This is an optimization exercise on Yosys and OpenROAD, whose aim is small area, not a production implementation. Only the layout flow was run in this run; the RTL was not checked for function there.

<file path="design/flow/config.mk">
export PLATFORM = sky130hd
export DESIGN_NAME = fanctl
export DESIGN_NICKNAME = fanctl
export VERILOG_FILES = /design/flow/design.v
export SDC_FILE = /design/flow/constraint.sdc
export NUM_CORES = 4
export LEC_CHECK = 0
export CAP_MARGIN = 20
export CORE_MARGIN = 2
export CORE_UTILIZATION = 30
export PLACE_DENSITY = 0.5
export SLEW_MARGIN = 20
</file>
<file path="design/flow/constraint.sdc">
create_clock -name core_clock -period 50.0 [get_ports {clk}]
set_input_delay 10.0000 -clock core_clock [delete_from_list [all_inputs] [get_ports {clk}]]
set_output_delay 10.0000 -clock core_clock [all_outputs]
set_load 0.01 [all_outputs]
</file>
<file path="design/flow/design.v">
module fanctl (
    input  wire        clk,
    input  wire        rst,           
    input  wire        bus_wr,
    input  wire [2:0]  bus_addr,
    input  wire [31:0] bus_wdata,
    output reg  [31:0] bus_rdata,
    input  wire [7:0]  ticks,
    output wire        act_req,
    output reg  [2:0]  act_op,
    output wire [5:0]  act_pin,
    output reg         act_val,
    input  wire        act_ack,
    input  wire        act_ok,
    input  wire [31:0] act_rdata,
    output reg         tr_set_valid,
    output reg  [5:0]  tr_set_pin,
    output reg         tr_set_val,
    output reg         tr_dec_valid,
    output reg  [3:0]  tr_dec_op,
    output reg  [31:0] tr_dec_t,
    output reg  [3:0]  tr_dec_outcome,
    output reg  [6:0]  tr_dec_perc,
    output reg         tr_dec_sleep
);
    localparam [2:0] ST_IDLE = 3'd0, ST_BUSY = 3'd1, ST_DONE = 3'd2,
                     ST_STOPPED = 3'd3, ST_FAULT = 3'd4;
    localparam [3:0] OP_FIXED = 4'h1, OP_HYST = 4'h2, OP_THERMO = 4'h3,
                     OP_RPIN = 4'h4, OP_RTEMP = 4'h5, OP_PULSE = 4'h6,
                     OP_STOP = 4'h7;
    localparam [3:0] F_NONE = 4'd0, F_SENSOR = 4'd1, F_OPEN = 4'd2,
                     F_CFG = 4'd3, F_IO = 4'd4, F_USAGE = 4'd5;
    localparam [2:0] A_OPEN = 3'd0, A_CFG = 3'd1, A_SET = 3'd2, A_GET = 3'd3,
                     A_CLOSE = 3'd4, A_BIND = 3'd5, A_TREAD = 3'd6;
    localparam [3:0] O_SKIP = 4'd0, O_NONE = 4'd1, O_ON = 4'd2, O_OFF = 4'd3,
                     O_SLEEP = 4'd4, O_WAKE = 4'd5, O_INC = 4'd6,
                     O_DEC = 4'd7, O_HOLD = 4'd8;
    localparam [4:0] S_IDLE     = 5'd0,
                     S_P_OPEN   = 5'd1,
                     S_P_CFG    = 5'd2,
                     S_PU_SETH  = 5'd3,
                     S_PU_WAITH = 5'd4,
                     S_PU_SETL  = 5'd5,
                     S_PU_WAITL = 5'd6,
                     S_FX_SET   = 5'd7,
                     S_HY_BIND  = 5'd8,
                     S_HY_TREAD = 5'd9,
                     S_HY_GET   = 5'd10,
                     S_HY_SET   = 5'd11,
                     S_HY_WAIT  = 5'd12,
                     S_TH_GET   = 5'd13,
                     S_TH_SET   = 5'd14,
                     S_TH_WAIT  = 5'd15,
                     S_TH_BIND  = 5'd16,
                     S_TH_TREAD = 5'd17,
                     S_RP_GET   = 5'd18,
                     S_RT_BIND  = 5'd19,
                     S_RT_TREAD = 5'd20,
                     S_CLOSE    = 5'd21;
    localparam signed [31:0] INVALID = -32'sd999;
    localparam [20:0] ONE_SEC = 21'd1000000;
    reg [31:0] cmdlat;
    reg [2:0]  ctrl;              
    reg [31:0] temp;
    reg [20:0] usec;
    reg [2:0]  state;
    reg        held, sbound, line, lvalid, sleep, rej;
    reg [3:0]  fcode;
    reg [6:0]  perc;
    reg [4:0]  seq;
    reg [3:0]  l_op;
    reg [5:0]  l_pin;
    reg [5:0]  l_freq;
    reg [15:0] l_arg;
    reg [1:0]  l_verb;
    reg        l_sfilt;
    reg [20:0] wrem;
    reg        stopreq;
    reg        setv;              
    reg [2:0]  pend_state;
    reg [3:0]  pend_code;
    wire [31:0] status = {9'd0, perc, 3'd0, rej, fcode, sleep, lvalid, line,
                          sbound, held, state};
    always @(*) begin
        case (bus_addr)
            3'd0:    bus_rdata = cmdlat;
            3'd1:    bus_rdata = status;
            3'd2:    bus_rdata = {29'd0, ctrl};
            3'd3:    bus_rdata = temp;
            3'd4:    bus_rdata = {11'd0, usec};
            default: bus_rdata = 32'd0;
        endcase
    end
    wire cmd_wr   = bus_wr && (bus_addr == 3'd0);
    wire ctrl_wr  = bus_wr && (bus_addr == 3'd2);
    wire busy     = (state == ST_BUSY);
    wire stop_wr  = cmd_wr && (bus_wdata[3:0] == OP_STOP);
    wire stop_now = stopreq | stop_wr;
    wire [3:0]  w_op   = bus_wdata[3:0];
    wire [5:0]  w_pin  = bus_wdata[9:4];
    wire [5:0]  w_freq = bus_wdata[15:10];
    wire [15:0] w_arg  = bus_wdata[31:16];
    reg w_valid;
    always @(*) begin
        case (w_op)
            OP_FIXED, OP_PULSE: w_valid = (w_pin <= 6'd53) && (w_freq <= 6'd50) && (w_arg <= 16'd100);
            OP_HYST:            w_valid = (w_pin <= 6'd53);
            OP_THERMO:          w_valid = (w_pin <= 6'd53) && (w_freq <= 6'd50);
            OP_RPIN:            w_valid = (w_pin <= 6'd53);
            OP_RTEMP:           w_valid = 1'b1;
            default:            w_valid = 1'b0;
        endcase
    end
    wire [13:0] q      = 14'd10000 / {8'd0, l_freq};
    wire [6:0]  duty   = (l_op == OP_THERMO) ? perc : l_arg[6:0];
    wire [20:0] t_high = duty * q;
    wire [6:0]  duty_n = 7'd100 - duty;
    wire [20:0] t_low  = duty_n * q;
    wire [20:0] period = 7'd100 * q;
    wire [21:0] usec_pulse = usec + period;
    wire [20:0] usec_full  = usec + ONE_SEC;
    wire signed [15:0] tgt   = l_arg;
    wire signed [33:0] hi_th = tgt * 34'sd1000;
    wire signed [33:0] lo_th = hi_th - 34'sd5000;
    wire signed [33:0] temp_x   = {{2{temp[31]}}, temp};
    wire               hy_above = temp_x > hi_th;
    wire               hy_below = temp_x < lo_th;
    wire signed [31:0] rd       = act_rdata;
    wire signed [33:0] rd_x     = {{2{rd[31]}}, rd};
    wire               th_skip  = l_sfilt && (rd == INVALID);
    wire [32:0]        rd_abs   = rd[31] ? (33'd0 - {1'b1, rd}) : {1'b0, rd};
    wire [32:0]        rd_rmag  = (rd_abs + 33'd500) / 33'd1000;
    wire signed [33:0] rd_round = rd[31] ? -$signed({1'b0, rd_rmag}) : $signed({1'b0, rd_rmag});
    wire signed [33:0] tgt_x    = {{18{tgt[15]}}, tgt};
    reg [3:0] ev_out;
    reg       ev_sleep;
    reg [6:0] ev_perc;
    always @(*) begin
        ev_sleep = sleep;
        ev_perc  = perc;
        if (th_skip) begin
            ev_out = O_SKIP;
        end else if ((rd_x < lo_th) && !sleep) begin
            ev_sleep = 1'b1;
            ev_out   = O_SLEEP;
        end else if ((rd_x >= hi_th) && sleep) begin
            ev_sleep = 1'b0;
            ev_out   = O_WAKE;
        end else if (!sleep) begin
            if ((rd_round > tgt_x) && (perc < 7'd100)) begin
                ev_perc = perc + 7'd1;
                ev_out  = O_INC;
            end else if ((rd_round < tgt_x) && (perc > 7'd0)) begin
                ev_perc = perc - 7'd1;
                ev_out  = O_DEC;
            end else begin
                ev_out  = O_HOLD;
            end
        end else begin
            ev_out = O_NONE;
        end
    end
    function [4:0] th_dispatch(input s, input [6:0] p);
        if (s || p == 7'd100) th_dispatch = S_TH_GET;
        else if (p == 7'd0)   th_dispatch = S_PU_SETL;
        else                  th_dispatch = S_PU_SETH;
    endfunction
    wire in_wait = (seq == S_PU_WAITH) || (seq == S_PU_WAITL) ||
                   (seq == S_HY_WAIT) || (seq == S_TH_WAIT);
    assign act_req = (seq != S_IDLE) && !in_wait;
    assign act_pin = l_pin;
    always @(*) begin
        act_val = 1'b0;
        case (seq)
            S_P_OPEN:                          act_op = A_OPEN;
            S_P_CFG:                           act_op = A_CFG;
            S_PU_SETH:  begin act_op = A_SET;  act_val = 1'b1; end
            S_PU_SETL:  begin act_op = A_SET;  act_val = 1'b0; end
            S_FX_SET, S_HY_SET, S_TH_SET:
                        begin act_op = A_SET;  act_val = setv; end
            S_HY_GET, S_TH_GET, S_RP_GET:      act_op = A_GET;
            S_HY_BIND, S_TH_BIND, S_RT_BIND:   act_op = A_BIND;
            S_HY_TREAD, S_TH_TREAD, S_RT_TREAD: act_op = A_TREAD;
            S_CLOSE:                           act_op = A_CLOSE;
            default:                           act_op = A_OPEN;
        endcase
    end
    task term(input [2:0] e, input [3:0] code, input h);
        begin
            wrem <= 21'd0;
            if (h) begin
                seq        <= S_CLOSE;
                pend_state <= e;
                pend_code  <= code;
            end else begin
                seq     <= S_IDLE;
                state   <= e;
                fcode   <= code;
                stopreq <= 1'b0;
            end
        end
    endtask
    task go_next(input [4:0] lbl, input [20:0] n, input h);
        begin
            if (stop_now) term(ST_STOPPED, F_NONE, h);
            else begin
                seq  <= lbl;
                wrem <= n;
            end
        end
    endtask
    task decide(input [3:0] outc, input [31:0] t, input [6:0] p, input s);
        begin
            tr_dec_valid   <= (l_verb != 2'd0);
            tr_dec_op      <= l_op;
            tr_dec_t       <= t;
            tr_dec_outcome <= outc;
            tr_dec_perc    <= p;
            tr_dec_sleep   <= s;
        end
    endtask
    task setlog(input v);
        begin
            tr_set_valid <= l_verb[1];
            tr_set_pin   <= l_pin;
            tr_set_val   <= v;
        end
    endtask
    task pulse_end;
        begin
            if (l_op == OP_FIXED) begin
                go_next(S_PU_SETH, 21'd0, held);
            end else if (l_op == OP_PULSE) begin
                term(ST_DONE, F_NONE, held);
            end else begin
                usec <= usec_pulse[20:0];
                if (usec_pulse >= {1'b0, ONE_SEC})
                    go_next(sbound ? S_TH_TREAD : S_TH_BIND, 21'd0, held);
                else
                    go_next(th_dispatch(sleep, perc), 21'd0, held);
            end
        end
    endtask
    wire g = act_rdata[0];
    always @(posedge clk) begin
        tr_set_valid <= 1'b0;
        tr_dec_valid <= 1'b0;
        if (rst) begin
            cmdlat     <= 32'd0;
            ctrl       <= 3'b100;
            temp       <= INVALID;
            usec       <= 21'd0;
            state      <= ST_IDLE;
            held       <= 1'b0;
            sbound     <= 1'b0;
            line       <= 1'b0;
            lvalid     <= 1'b0;
            sleep      <= 1'b0;
            rej        <= 1'b0;
            fcode      <= F_NONE;
            perc       <= 7'd0;
            seq        <= S_IDLE;
            l_op       <= 4'd0;
            l_pin      <= 6'd0;
            l_freq     <= 6'd0;
            l_arg      <= 16'd0;
            l_verb     <= 2'd0;
            l_sfilt    <= 1'b0;
            wrem       <= 21'd0;
            stopreq    <= 1'b0;
            setv       <= 1'b0;
            pend_state <= ST_IDLE;
            pend_code  <= F_NONE;
            tr_set_pin     <= 6'd0;
            tr_set_val     <= 1'b0;
            tr_dec_op      <= 4'd0;
            tr_dec_t       <= 32'd0;
            tr_dec_outcome <= 4'd0;
            tr_dec_perc    <= 7'd0;
            tr_dec_sleep   <= 1'b0;
        end else begin
            if (ctrl_wr)
                ctrl <= bus_wdata[2:0];
            if (cmd_wr) begin
                if (busy) begin
                    if (w_op == OP_STOP) stopreq <= 1'b1;
                    else                 rej     <= 1'b1;
                end else if (w_op != OP_STOP) begin
                    cmdlat  <= bus_wdata;
                    l_op    <= w_op;
                    l_pin   <= w_pin;
                    l_freq  <= (w_freq == 6'd0) ? 6'd25 : w_freq;
                    l_arg   <= w_arg;
                    l_verb  <= ctrl[1:0];
                    l_sfilt <= ctrl[2];
                    fcode   <= F_NONE;
                    rej     <= 1'b0;
                    sbound  <= 1'b0;
                    held    <= 1'b0;
                    line    <= 1'b0;
                    lvalid  <= 1'b0;
                    sleep   <= 1'b0;
                    perc    <= (w_op == OP_THERMO) ? 7'd50 : 7'd0;
                    usec    <= 21'd0;
                    temp    <= INVALID;
                    stopreq <= 1'b0;
                    wrem    <= 21'd0;
                    if (w_valid) begin
                        state <= ST_BUSY;
                        seq   <= (w_op == OP_RTEMP) ? S_RT_BIND : S_P_OPEN;
                    end else begin
                        state <= ST_FAULT;
                        fcode <= F_USAGE;
                        seq   <= S_IDLE;
                    end
                end
            end
            if (busy && in_wait) begin
                if (ticks != 8'd0) begin
                    if (stop_now) begin
                        term(ST_STOPPED, F_NONE, held);
                    end else if (wrem > {13'd0, ticks}) begin
                        wrem <= wrem - {13'd0, ticks};
                    end else begin
                        wrem <= 21'd0;
                        case (seq)
                            S_PU_WAITH: go_next(S_PU_SETL, 21'd0, held);
                            S_PU_WAITL: pulse_end;
                            S_HY_WAIT:  go_next(S_HY_TREAD, 21'd0, held);
                            default: begin  
                                usec <= usec_full;
                                go_next(sbound ? S_TH_TREAD : S_TH_BIND, 21'd0, held);
                            end
                        endcase
                    end
                end
            end else if (busy && act_req && act_ack) begin
                case (seq)
                    S_P_OPEN: begin
                        if (!act_ok) term(ST_FAULT, F_OPEN, 1'b0);
                        else begin
                            held <= 1'b1;
                            go_next((l_op == OP_RPIN) ? S_RP_GET : S_P_CFG, 21'd0, 1'b1);
                        end
                    end
                    S_P_CFG: begin
                        if (!act_ok) term(ST_FAULT, F_CFG, held);
                        else case (l_op)
                            OP_FIXED: begin
                                if (l_arg == 16'd0 || l_arg == 16'd100) begin
                                    setv <= (l_arg == 16'd100);
                                    go_next(S_FX_SET, 21'd0, held);
                                end else
                                    go_next(S_PU_SETH, 21'd0, held);
                            end
                            OP_PULSE:  go_next((l_arg != 16'd0) ? S_PU_SETH : S_PU_SETL, 21'd0, held);
                            OP_HYST:   go_next(sbound ? S_HY_TREAD : S_HY_BIND, 21'd0, held);
                            default:   go_next(th_dispatch(sleep, perc), 21'd0, held);
                        endcase
                    end
                    S_PU_SETH: begin
                        if (!act_ok) begin
                            line <= 1'b0; lvalid <= 1'b0;
                            term(ST_FAULT, F_IO, held);
                        end else begin
                            line <= 1'b1; lvalid <= 1'b1;
                            setlog(1'b1);
                            go_next(S_PU_WAITH, t_high, held);
                        end
                    end
                    S_PU_SETL: begin
                        if (!act_ok) begin
                            line <= 1'b0; lvalid <= 1'b0;
                            term(ST_FAULT, F_IO, held);
                        end else begin
                            line <= 1'b0; lvalid <= 1'b1;
                            setlog(1'b0);
                            if (t_low == 21'd0) pulse_end;
                            else                go_next(S_PU_WAITL, t_low, held);
                        end
                    end
                    S_FX_SET: begin
                        if (!act_ok) begin
                            line <= 1'b0; lvalid <= 1'b0;
                            term(ST_FAULT, F_IO, held);
                        end else begin
                            line <= setv; lvalid <= 1'b1;
                            setlog(setv);
                            term(ST_DONE, F_NONE, held);
                        end
                    end
                    S_HY_BIND, S_TH_BIND, S_RT_BIND: begin
                        if (!act_ok) term(ST_FAULT, F_SENSOR, held);
                        else begin
                            sbound <= 1'b1;
                            go_next((seq == S_HY_BIND) ? S_HY_TREAD :
                                 (seq == S_TH_BIND) ? S_TH_TREAD : S_RT_TREAD,
                                 21'd0, held);
                        end
                    end
                    S_HY_TREAD: begin
                        temp <= act_rdata;
                        if (l_sfilt && act_rdata == INVALID) begin
                            decide(O_SKIP, act_rdata, 7'd0, 1'b0);
                            go_next(S_HY_WAIT, ONE_SEC, held);
                        end else
                            go_next(S_HY_GET, 21'd0, held);
                    end
                    S_HY_GET: begin
                        if (!act_ok) begin
                            line <= 1'b0; lvalid <= 1'b0;
                            term(ST_FAULT, F_IO, held);
                        end else begin
                            line <= g; lvalid <= 1'b1;
                            if (hy_above && !g) begin
                                setv <= 1'b1;
                                go_next(S_HY_SET, 21'd0, held);
                            end else if (hy_below && g) begin
                                setv <= 1'b0;
                                go_next(S_HY_SET, 21'd0, held);
                            end else begin
                                decide(O_NONE, temp, 7'd0, 1'b0);
                                go_next(S_HY_WAIT, ONE_SEC, held);
                            end
                        end
                    end
                    S_HY_SET: begin
                        if (!act_ok) begin
                            line <= 1'b0; lvalid <= 1'b0;
                            term(ST_FAULT, F_IO, held);
                        end else begin
                            line <= setv; lvalid <= 1'b1;
                            setlog(setv);
                            decide(setv ? O_ON : O_OFF, temp, 7'd0, 1'b0);
                            go_next(S_HY_WAIT, ONE_SEC, held);
                        end
                    end
                    S_TH_GET: begin
                        if (!act_ok) begin
                            line <= 1'b0; lvalid <= 1'b0;
                            term(ST_FAULT, F_IO, held);
                        end else begin
                            line <= g; lvalid <= 1'b1;
                            if (g != !sleep) begin
                                setv <= !sleep;
                                go_next(S_TH_SET, 21'd0, held);
                            end else
                                go_next(S_TH_WAIT, ONE_SEC, held);
                        end
                    end
                    S_TH_SET: begin
                        if (!act_ok) begin
                            line <= 1'b0; lvalid <= 1'b0;
                            term(ST_FAULT, F_IO, held);
                        end else begin
                            line <= setv; lvalid <= 1'b1;
                            setlog(setv);
                            go_next(S_TH_WAIT, ONE_SEC, held);
                        end
                    end
                    S_TH_TREAD: begin
                        temp  <= act_rdata;
                        usec  <= 21'd0;
                        sleep <= ev_sleep;
                        perc  <= ev_perc;
                        decide(ev_out, act_rdata, ev_perc, ev_sleep);
                        go_next(th_dispatch(ev_sleep, ev_perc), 21'd0, held);
                    end
                    S_RP_GET: begin
                        if (!act_ok) begin
                            line <= 1'b0; lvalid <= 1'b0;
                            term(ST_FAULT, F_IO, held);
                        end else begin
                            line <= g; lvalid <= 1'b1;
                            term(ST_DONE, F_NONE, held);
                        end
                    end
                    S_RT_TREAD: begin
                        temp <= act_rdata;
                        term(ST_DONE, F_NONE, held);
                    end
                    S_CLOSE: begin
                        held    <= 1'b0;
                        seq     <= S_IDLE;
                        state   <= pend_state;
                        fcode   <= pend_code;
                        stopreq <= 1'b0;
                    end
                    default: ;
                endcase
            end
        end
    end
endmodule
</file>
<file path="design/flow/run.sh">
#!/bin/bash
# synth_recipe.tcl (not shown) runs the flow's synth.tcl, then flattens the netlist and writes it again
# the make line also repeats each setting of config.mk as NAME=value (left out here)
make -C /OpenROAD-flow-scripts/flow DESIGN_CONFIG=/design/flow/config.mk WORK_HOME=/design/flow/orfs CLKGATE_MAP_FILE= SYNTH_SCRIPT=/design/flow/synth_recipe.tcl finish
</file>
==> results.toml <==
[logic_synthesis]
synth_area_per_cell_um2 = 7.42
synth.distinct_cells = 150
yosysTopAreaCell = "ha_1"
seq_area_frac_synth_pct = 10.6
postSynthCellCount = 5338
synth_most_common_cell = "nand2_1"
synth.top_cell.area_share_pct = 13.9
postSynth.asyncResetShare_pct = 0
synthTopCellsByCount = "nand2_1, nor2_1, ha_1, a21oi_1, inv_1"
synth_nets = 6047
yosys_warnings = 1
synth_edf_count = 0
netlist_top_cells_area = "ha_1, dfxtp_1, fa_1"
syn_area_um2 = 39600
synth_flop_cell = "dfxtp_1"
ys_ff_latch = 209

[detailed_routing]
post_drt_wl_per_cell_um = 21.7
viasPerCell = 5.69
drt_iter0_drc = 3564
drc_errors = 0
first_pass_iters = 6
routed_wl_um = 155000
drtAntennaViolNets = 0
vias = 40593

[worst_setup_path]
crit_top_cell = "ha_1"
endpoint_kind = "flip-flop"
max_stage_delay_ps = 830
arrival_ps = 41230
crit_fanout = 25
critPathSlowestCell = "nor2b_1"
crit_type = "flip-flop to flip-flop"
cp-start-kind = "flip-flop"
cp.required_ps = 50460

[placement]
gp_congestion = 0.944
dp_hpwl_um = 122000
port_buffers = 179

[clocking]
cts_post_setup_buffers_inserted = 0
clockRootBuffer = "clkbuf_16"
clock_latency_ps = 630
path_clk_slew_ps = 60
clk_path_buf_depth = 3
numCtsBuffers = 29
htree_levels = 1
post_cts_resized = 0
hold_buffers = 0
tritoncts = "yes"
cts.sinks = 209

[grt]
track_usage_pct = 22.1
antenna_found_initial = 5
grt_pass1_wl_um = 238000
grt_overflow = 0
grt_pass1_vias = 38781
grt_max_degree = 85

[die]
placementRows = 133
die_width_um = 367
die_area_um2 = 135000
die_h_um = 367
ioPinCount = 180
core_area_um2 = 131000
start_util_pct = 30.2

[cells_and_area]
final_util_pct = 33.6
layout-drive-gt1-share_pct = 5.91
area_growth_pct = 11.4
nNetsFinal = 6071

[timing]
tightest_slew_ps = 1070
rsz0062_at_grt = "false"
drv_slew = 0
layout_min_cycle_time_ps = 40770
finalSetupViolCount = 0
timing.final.crit_share_pct = 81.5
finalHoldViolCount = 0
final.setup.tns_ps = 0
whs_ps = 458
relSlewSlack_pct = 28.7
clock_skew_ps = 33.9
fmax_ghz = 0.0245

[worst_hold_path]
min_path_type = "flip-flop to flip-flop"

[status]
outcome = "complete, no violations"

[flow_run]
cap_violations = 0
-- cells by family (layout without fill, tap and decap cells) --
family | count (synthesis) | count (layout) | synth area share [%]
adder cells (fa/ha/maj) | 633 | 633 | 23.5
AO/OA/AOI/OAI | 1567 | 1567 | 27.1
flip-flops | 209 | 209 | 10.6
XOR/XNOR | 305 | 305 | 6.76
buffers and inverters | 581 | 626 | 5.95
multiplexers | 91 | 91 | 2.44
AND/OR/NAND/NOR | 1952 | 1952 | 23.7
other | 0 | 1 | 0
-- flip-flops by register name, indices dropped and copies added (netlist names), 5 cells and up, named ones only --
signal and cells:
cmdlat 8, l_arg 16, l_freq 6, l_pin 5
perc 7, seq 5, temp 32, tr_dec_perc 7
tr_dec_t 32, tr_set_pin 6, usec 21, wrem 21
-- per-layer routing --
layer | up-vias | track usage (%) | share of wire [%]
met4 | 6 | 4.82 | 2.3
met3 | 184 | 2.44 | 6.0
met5 | - | 0 | 0.027
li1 | 19414 | - | -
met1 | 19657 | 31.2 | 46
met2 | 1332 | 36.0 | 45
-- critical path, delay by kind of cell (launching register included) --
kind	cells	cell delay [ps]
AO/OA/AOI/OAI	58	12590
XOR/XNOR	1	110
adder cells (fa/ha/maj)	19	6690
buffers and inverters	19	7320
flip-flops	1	300
multiplexers	3	1110
AND/OR/NAND/NOR	44	12370
-- metrics by stage --
stage / cells / setup slack [ps] / area (µm²)
floorplan: 5338 / 17570 / 39600
global placement: 7085 / 8040 / 43100
detailed placement: 7085 / 8980 / 43100
CTS: 7137 / 8780 / 44100
global route: 7138 / 5650 / 44100
finish: 7139 / 9230 / 44100
-- cell type report --
type | count | area (µm²)
sequential | 209 | 4180
fill | 14059 | 87200
inverter | 319 | 1200
multi-input combinational | 4548 | 33200
timing repair buffer | 255 | 2360
clock buffer | 35 | 788
tap | 1755 | 2200
antenna | 1 | 2.50
clock inverter | 17 | 199
-- cell usage in the layout, fill, tap and decap left out, types with 66 or more instances in the layout --
| master | n |
|---|---|
| a21o_1 | 85 |
| a21oi_1 | 430 |
| buf_4 | 75 |
| clkdlybuf4s50_1 | 177 |
| dfxtp_1 | 209 |
| fa_1 | 188 |
| ha_1 | 441 |
| inv_1 | 313 |
| nand2_1 | 568 |
| nand2b_1 | 75 |
| nand3_1 | 135 |
| nand4_1 | 66 |
| nor2_1 | 549 |
| nor2b_1 | 76 |
| nor3_1 | 165 |
| o21ai_0 | 269 |
| o21bai_1 | 87 |
| xnor2_1 | 192 |
| xor2_1 | 109 |
-- final timing paths --
kind	from	endpoint	slack, ps	depth (start not counted)
hold reg to reg	cmdlat[14]$_SDFFE_PP0P_	cmdlat[14]$_SDFFE_PP0P_	460	2
setup / recovery	l_freq[0]$_SDFFE_PP0P_	usec[2]$_SDFFE_PP0P_	9230	144
hold / removal	cmdlat[14]$_SDFFE_PP0P_	cmdlat[14]$_SDFFE_PP0P_	460	2
setup reg to reg	l_freq[0]$_SDFFE_PP0P_	usec[2]$_SDFFE_PP0P_	9230	144

==> afterwards: timing with drivers on the ports <==
Ports are ideal in the flow. The routed layout listed here was re-timed in OpenROAD. Step 1 sets driving cells, clkbuf_16 on the clock port and buf_2 on the other inputs (assumed; they add their load-dependent delay and slew). Step 2 times the ports against the registers' clock, not the clock port: input delays grow and output delays shrink by t, the midpoint of the rising clock arrivals with the driver on. Three values: ideal, step 1, step 2; two values: the first two.
t (ns): 0.677
setup slack, ns: 9.229 / 9.229 / 9.229
hold WS [ns]: 0.458 / 0.458 / 0.458
clock arrival spread, ns: 0.034 / 0.034
worst register clock-pin slew, ns: 0.07 / 0.07
After both steps this run still meets setup and hold. The setup slack of this run moves by 0.000 ns with the drivers and by 0.000 ns with both steps.
